Source: an optimization exercise on an open RTL-to-GDS flow (aim: small area, a short achievable clock period and few clock cycles per item). Production flows keep margins and buffers that such runs may drop. At most, simulation tests tie the RTL to the original design; equivalence was not proved.

== lane 1 ==
// smu_dac_conv
module smu_dac_conv (
    input  wire        clk,
    input  wire        rst,         
    input  wire        in_valid,
    output wire        in_ready,
    input  wire [3:0]  in_role,     
    input  wire [7:0]  in_range,    
    input  wire [31:0] in_x,        
    input  wire [31:0] in_cllv,     
    input  wire [31:0] in_clhv,     
    output wire        out_valid,
    input  wire        out_ready,
    output wire [15:0] out_code,
    output wire        out_err      
);
clock: 40.0 ns
lec_check: 0
abc_area: 1
cap_margin: 50
core_margin: 2
core_utilization: 60
cts_buf_list: sky130_fd_sc_hd__clkbuf_16
cts_cluster_diameter: 100
cts_cluster_size: 20
slew_margin: 70
standard.sh (not shown) runs the stock make flow with config.mk's settings and CLKGATE_MAP_FILE= SYNTH_SCRIPT=/design/flow/synth_recipe.tcl, a recipe that flattens the netlist after the stock synthesis.
==> flow/flow/run.sh <==
#!/bin/bash
# The standard layout, with plain buffers (sky130_fd_sc_hd__buf_1) on the ports
# instead of the delay buffers buffer_ports picks by default.
set -euo pipefail
bash standard.sh "BUFFER_PORTS_ARGS=-buffer_cell sky130_fd_sc_hd__buf_1" finish > standard.log 2>&1
Lane 1 went all the way through the flow, and no timing, DRC or antenna check failed.
Testbench counts of lane 1, summed over its fixed seeds: cycles 4,832, items 4,800.
Relative to lane 1, the following input files were edited for lane 2:
Settings: CAP_MARGIN now 35, was 50.
Results
Lane 1 finished every stage and its layout cleared the timing, DRC and antenna checks.
The final layout from lane 2, which completed every stage, passed the timing, DRC and antenna checks at the end of the flow.
Worst setup slack: lane 1 vs lane 2 identical
Lane 1 -> lane 2: number of synthesized flops with an enable pin delta 0, exact match
Comparing lane 1 against lane 2, there is no change at all in number of max-slew violations in the final report.
There was hardly any difference in routed wire length between lane 2 and lane 1.
Reported for lane 2 and lane 1, I/O pin count turned out identical to the last digit.
Any difference in hold slack between lane 1 and lane 2 is small enough to ignore.
Re number of global-route vias before repair: no difference whatsoever between lane 2 and lane 1.
Diff lane 2..lane 1 | total negative slack | unchanged
As far as post-synth net total is concerned, lane 2 and lane 1 perform about the same.
Relative to lane 2, the following input files were edited for lane 3:
Settings: CTS_CLUSTER_DIAMETER removed (was 100); CAP_MARGIN changed from 35 to 50; CTS_BUF_LIST changed from sky130_fd_sc_hd__clkbuf_16 to sky130_fd_sc_hd__clkbuf_4 sky130_fd_sc_hd__clkbuf_8; CTS_CLUSTER_SIZE removed (was 20); CORE_UTILIZATION changed from 60 to 40.
Comparing lane 2 with lane 3, the share of final layout cell area taken by non-clock buffers came out essentially unchanged.
Taking lane 2 as the reference point, the initial core utilization of lane 3 falls by 20 points.
Compared with lane 2, lane 3 shows maximum cell stage delay along the critical path lower by 0.03 ns.
[lane 3 vs lane 2] non-clock buffer count: higher in lane 3
Lane 3 against lane 2; design area is up by a few percent.
Summary: with lane 2 as the reference, die area in lane 3 moved up by more than a quarter.
Cmp lane 3 and lane 2 / wire length reported by the detailed router / higher: lane 2
diff inputs: lane 3 => lane 4
Settings: a change of SLEW_MARGIN from 70 to 65; an added CTS_CLUSTER_DIAMETER of 100; a change of CORE_UTILIZATION from 40 to 60; an added CTS_CLUSTER_SIZE of 20; a change of CTS_BUF_LIST from sky130_fd_sc_hd__clkbuf_4 sky130_fd_sc_hd__clkbuf_8 to sky130_fd_sc_hd__clkbuf_16.
Notes after the runs:
Lane 4: no failed stages, no open violations at the end
Row worst hold slack: lane 4 higher / lane 3 lower
Lane 3 has higher final cell count than lane 4.
For the smallest setup slack after layout, lane 4 came in 0.053 ns higher than lane 3 did.

* * *

Another version of the RTL of smu_dac_conv (not shown whole).
For scale: ~3700 cells after synthesis, about 130 I/O pins.
==> flow/config.mk <==
export PLATFORM = sky130hd
export DESIGN_NAME = smu_dac_conv
export DESIGN_NICKNAME = smu_dac_conv
export VERILOG_FILES = /design/flow/design.v
export SDC_FILE = /design/flow/constraint.sdc
export NUM_CORES = 4
export LEC_CHECK = 0
export ABC_AREA = 1
export CAP_MARGIN = 20
export CORE_MARGIN = 2
export CORE_UTILIZATION = 40
export CTS_BUF_LIST = sky130_fd_sc_hd__clkbuf_8 sky130_fd_sc_hd__clkbuf_16
export CTS_CLUSTER_DIAMETER = 60
export CTS_CLUSTER_SIZE = 20
export SLEW_MARGIN = 20
==> flow/constraint.sdc <==
create_clock -name core_clock -period 40.0 [get_ports {clk}]
set_input_delay 8.0000 -clock core_clock [delete_from_list [all_inputs] [get_ports {clk}]]
set_output_delay 8.0000 -clock core_clock [all_outputs]
set_load 0.01 [all_outputs]
Scripts as last shown in full above: flow/flow/run.sh
The baseline ran to the end with no violations.
Testbench counts at the start, summed over its fixed seeds: cycles 4,832, items 4,800.
Next try:
--- a/flow/config.mk
+++ b/flow/config.mk
@@ -8,8 +8,8 @@
 export ABC_AREA = 1
-export CAP_MARGIN = 20
+export CAP_MARGIN = 50
 export CORE_MARGIN = 2
 export CORE_UTILIZATION = 40
-export CTS_BUF_LIST = sky130_fd_sc_hd__clkbuf_8 sky130_fd_sc_hd__clkbuf_16
-export CTS_CLUSTER_DIAMETER = 60
+export CTS_BUF_LIST = sky130_fd_sc_hd__clkbuf_16
+export CTS_CLUSTER_DIAMETER = 100
 export CTS_CLUSTER_SIZE = 20
-export SLEW_MARGIN = 20
+export SLEW_MARGIN = 70
Result:
- The new run went through all stages and came out clean
- clock skew climbs by 9.8 ps
- flip-flop and latch count does not change
- worst setup slack is better by 390 ps
- die area does not change
- register-to-register slack is better by 600 ps
- final cell count stays flat
Next try:
--- a/flow/config.mk
+++ b/flow/config.mk
@@ -11,5 +11,3 @@
 export CORE_UTILIZATION = 40
-export CTS_BUF_LIST = sky130_fd_sc_hd__clkbuf_16
-export CTS_CLUSTER_DIAMETER = 100
-export CTS_CLUSTER_SIZE = 20
+export CTS_BUF_LIST = sky130_fd_sc_hd__clkbuf_4 sky130_fd_sc_hd__clkbuf_8
 export SLEW_MARGIN = 70
The new run finished with timing, DRC and antenna clean.
Hold slack is worse by 6.5 ps.
Critical path depth is unchanged.
Next try:
--- a/flow/config.mk
+++ b/flow/config.mk
@@ -8,3 +8,3 @@
 export ABC_AREA = 1
-export CAP_MARGIN = 50
+export CAP_MARGIN = 70
 export CORE_MARGIN = 2
@@ -12,2 +12,2 @@
 export CTS_BUF_LIST = sky130_fd_sc_hd__clkbuf_4 sky130_fd_sc_hd__clkbuf_8
-export SLEW_MARGIN = 70
+export SLEW_MARGIN = 85
Outcome: Global-route usage goes up by 0.78 points; wire length goes up by 5.5%; die area is unchanged; via count goes up by 3.2%; setup slack loses 1900 ps; critical path depth goes up by 83; sequential share of layout area goes down by 1.7 points; synthesized area does not change.
Next try:
--- a/flow/config.mk
+++ b/flow/config.mk
@@ -8,3 +8,3 @@
 export ABC_AREA = 1
-export CAP_MARGIN = 70
+export CAP_MARGIN = 20
 export CORE_MARGIN = 2
@@ -12,2 +12,2 @@
 export CTS_BUF_LIST = sky130_fd_sc_hd__clkbuf_4 sky130_fd_sc_hd__clkbuf_8
-export SLEW_MARGIN = 85
+export SLEW_MARGIN = 20
The changed run finished clean; setup slack improved by 1600 ps; hold slack got worse by 3.1 ps.

* * *

RTL: one of the versions met above, not the one the previous note started from.
For scale: about 3600 cells after synthesis, about 130 I/O pins.
==> flow/config.mk <==
export PLATFORM = sky130hd
export DESIGN_NAME = smu_dac_conv
export DESIGN_NICKNAME = smu_dac_conv
export VERILOG_FILES = /design/flow/design.v
export SDC_FILE = /design/flow/constraint.sdc
export NUM_CORES = 4
export LEC_CHECK = 0
export ABC_AREA = 1
export CAP_MARGIN = 50
export CORE_MARGIN = 2
export CORE_UTILIZATION = 60
export CTS_BUF_LIST = sky130_fd_sc_hd__clkbuf_16
export CTS_CLUSTER_DIAMETER = 100
export CTS_CLUSTER_SIZE = 25
export SLEW_MARGIN = 70
==> flow/constraint.sdc <==
create_clock -name core_clock -period 40.0 [get_ports {clk}]
set_input_delay 8.0000 -clock core_clock [delete_from_list [all_inputs] [get_ports {clk}]]
set_output_delay 8.0000 -clock core_clock [all_outputs]
set_load 0.01 [all_outputs]
Scripts as last shown in full above: flow/flow/run.sh
Testbench counts at the start, summed over its fixed seeds: cycles 4,832, items 4,800.
Next try:
- CTS_CLUSTER_SIZE: 25 -> 20
- SLEW_MARGIN: 70 -> 75
Outcome: Non-clock buffer count rose by 8; synthesized area stays the same; final area rose by 1.2%; routed wire length hardly moves; die area does not change; global-route usage fell by 0.31 points.
Next try:
- CORE_UTILIZATION: 60 -> 75
- SLEW_MARGIN: 75 -> 70
After rerunning: The new run ran to the end with no violations. Non-clock buffer count drops by 8. Clock-buffer cell count climbs by 1. Sequential share of layout area climbs by 0.29 points. Maximum frequency drops by about 0.4%. Design area drops by 1.8%. Worst setup slack got worse by 0.039 ns. Clock skew climbs by 0.0033 ns. Via count climbs by about 4.5%. Utilization climbs by 16 points. Final cell count drops by about 3.5%. Wire length climbs by about 1.4%.
Next try:
- CORE_UTILIZATION: 75 -> 67
The new run passed the timing, DRC and antenna checks.
Cell count rose slightly.
Synthesized area does not change.
Sequential cell count is unchanged.
Design area rose slightly.
Setup slack is better by 0.034 ns.
Critical path depth fell by 80.
Worst hold slack is worse by 0.024 ns.
Global-route usage fell by 3.5 points.
Wire length hardly moves.
Via count fell by a few percent.

* * *

smu_dac_conv, a different RTL version from the one above (not shown whole).
For scale: ~280 flip-flops.
## smu_dac_conv
module smu_dac_conv (
    input  wire        clk,
    input  wire        rst,         
    input  wire        in_valid,
    output wire        in_ready,
    input  wire [3:0]  in_role,     
    input  wire [7:0]  in_range,    
    input  wire [31:0] in_x,        
    input  wire [31:0] in_cllv,     
    input  wire [31:0] in_clhv,     
    output wire        out_valid,
    input  wire        out_ready,
    output wire [15:0] out_code,
    output wire        out_err      
);
make LEC_CHECK=0 ABC_AREA=1 CAP_MARGIN=20 CORE_MARGIN=2 CORE_UTILIZATION=40 SLEW_MARGIN=20 finish   # period 40.0 ns
run.sh (not shown) runs the stock make flow with config.mk's settings and CLKGATE_MAP_FILE= SYNTH_SCRIPT=/design/flow/synth_recipe.tcl, a recipe that flattens the netlist after the stock synthesis.
Stock flow here: none of the scripts above is used.
Edit:
==> flow/flow/run.sh (new file) <==
#!/bin/bash
# The standard layout, with plain buffers (sky130_fd_sc_hd__buf_1) on the ports
# instead of the delay buffers buffer_ports picks by default.
set -euo pipefail
bash standard.sh "BUFFER_PORTS_ARGS=-buffer_cell sky130_fd_sc_hd__buf_1" finish > standard.log 2>&1
==> flow/standard.sh (new file) <==
#!/bin/bash
# synth_recipe.tcl (not shown) runs the flow's synth.tcl, then flattens the netlist and writes it again
# the make line also repeats each setting of config.mk as NAME=value (left out here)
make -C /OpenROAD-flow-scripts/flow DESIGN_CONFIG=/design/flow/config.mk WORK_HOME=/design/flow/orfs CLKGATE_MAP_FILE= SYNTH_SCRIPT=/design/flow/synth_recipe.tcl "${@:-finish}"
Settings changed: CTS_BUF_LIST set to sky130_fd_sc_hd__clkbuf_4 sky130_fd_sc_hd__clkbuf_8.
removed: flow/run.sh
Register-to-register slack is better by 0.10 ns.
Global-route usage is higher by 0.11 points.
Area after synthesis does not change.
Die area is unchanged.
Cell count is higher by 0.61%.
Synthesized cell count is unchanged.
Routed wire length stays flat.
Utilization is lower by 1.4 points.
No run of this note included a check of the RTL's function; only the layout flow was run.

* * *

== 11-04 ==
smu_dac_conv again, from the RTL that the note above started with.
// smu_dac_conv
module smu_dac_conv (
    input  wire        clk,
    input  wire        rst,         
    input  wire        in_valid,
    output wire        in_ready,
    input  wire [3:0]  in_role,     
    input  wire [7:0]  in_range,    
    input  wire [31:0] in_x,        
    input  wire [31:0] in_cllv,     
    input  wire [31:0] in_clhv,     
    output wire        out_valid,
    input  wire        out_ready,
    output wire [15:0] out_code,
    output wire        out_err      
);
export LEC_CHECK = 0
export ABC_AREA = 1
export CAP_MARGIN = 20
export CORE_MARGIN = 2
export CORE_UTILIZATION = 40
export CTS_BUF_LIST = sky130_fd_sc_hd__clkbuf_4 sky130_fd_sc_hd__clkbuf_8
export SLEW_MARGIN = 20
create_clock -name core_clock -period 40.0 [get_ports {clk}]
Stock flow here: none of the scripts above is used.
Having completed the whole flow, 11-04 delivered a layout that passed the timing, DRC and antenna checks.
#### Input delta (03-20 over 11-04)
==> flow/flow/run.sh (new file) <==
#!/bin/bash
# The standard layout, with plain buffers (sky130_fd_sc_hd__buf_2) on the ports
# instead of the delay buffers buffer_ports picks by default.
set -euo pipefail
bash standard.sh "BUFFER_PORTS_ARGS=-buffer_cell sky130_fd_sc_hd__buf_2" finish > standard.log 2>&1
==> flow/standard.sh (new file) <==
#!/bin/bash
# synth_recipe.tcl (not shown) runs the flow's synth.tcl, then flattens the netlist and writes it again
# the make line also repeats each setting of config.mk as NAME=value (left out here)
make -C /OpenROAD-flow-scripts/flow DESIGN_CONFIG=/design/flow/config.mk WORK_HOME=/design/flow/orfs CLKGATE_MAP_FILE= SYNTH_SCRIPT=/design/flow/synth_recipe.tcl "${@:-finish}"
removed: flow/run.sh
- Diff 11-04 -> 03-20: area added between synthesis and finish fell 2.0 points; post-route cell area fell 1.8%; area inside the core boundary about even; final critical-path setup slack rose 0.070 ns.
- Looking at critical path's slowest cell, the sky130_fd_sc_hd__nor2_1 result is from 03-20; the sky130_fd_sc_hd__clkdlybuf4s50_1 one comes from 11-04.
Function was not checked in any run of this note: the RTL went through the layout flow alone.

re-timing with driven ports:
The flow's constraints put no driver on any port. The routed layouts listed below were extracted and timed again, unchanged, in two steps. Step 1: set_driving_cell puts a clkbuf_16 on clk and a buf_2 on each other input, an assumption about the parent block. Step 2 times the ports against the registers' clock, not the clock port: input delays grow and output delays shrink by t, the midpoint of the rising clock arrivals with the driver on. Slacks: no drivers / after step 1 / after step 2; pairs: no drivers / after step 1.
run | t (ns) | setup WS [ns] | clock arrival spread, ns | worst slew at a driven data input, ns | pins driven straight from the clock port
lane 1 | 0.585 | 30.921 / 30.863 / 30.623 | 0.039 / 0.039 | 0.04 | 1
lane 2 | 0.585 | 30.921 / 30.863 / 30.623 | 0.039 / 0.039 | 0.04 | 1
lane 3 | 0.705 | 30.833 / 30.771 / 30.567 | 0.047 / 0.047 | 0.05 | 1
lane 4 | 0.589 | 30.886 / 30.874 / 30.496 | 0.035 / 0.035 | 0.04 | 1
the first run of note 2 | 0.663 | 30.505 / 30.505 / 30.505 | 0.028 / 0.028 | 0.04 | 1
the second run of note 2 | 0.609 | 30.900 / 30.839 / 30.795 | 0.032 / 0.033 | 0.04 | 1
the third run of note 2 | 0.684 | 30.847 / 30.785 / 30.784 | 0.071 / 0.071 | 0.04 | 1
the fourth run of note 2 | 0.695 | 28.901 / 28.901 / 28.901 | 0.073 / 0.074 | 0.04 | 1
the fifth run of note 2 | 0.682 | 30.498 / 30.498 / 30.498 | 0.033 / 0.033 | 0.04 | 1
the first run of note 3 | 0.587 | 30.941 / 30.881 / 30.623 | 0.020 / 0.021 | 0.04 | 1
the second run of note 3 | 0.587 | 30.927 / 30.870 / 30.622 | 0.024 / 0.024 | 0.04 | 1
the third run of note 3 | 0.574 | 30.889 / 30.867 / 30.742 | 0.027 / 0.026 | 0.06 | 1
the fourth run of note 3 | 0.593 | 30.923 / 30.863 / 30.727 | 0.020 / 0.020 | 0.04 | 1
the first run of note 4 | 0.607 | 30.496 / 30.466 / 29.925 | 0.028 / 0.027 | 0.10 | 1
the second run of note 4 | 0.688 | 30.486 / 30.527 / 29.839 | 0.061 / 0.062 | 0.06 | 1
11-04 | 0.693 | 30.435 / 30.377 / 29.887 | 0.066 / 0.067 | 0.08 | 1
03-20 | 0.682 | 30.505 / 30.547 / 29.864 | 0.031 / 0.031 | 0.07 | 1
After both steps setup and hold are still met in every run listed. For the second run of note 4, which loses most, drivers alone change the setup slack by +0.041 ns; drivers and shift together by -0.647 ns.
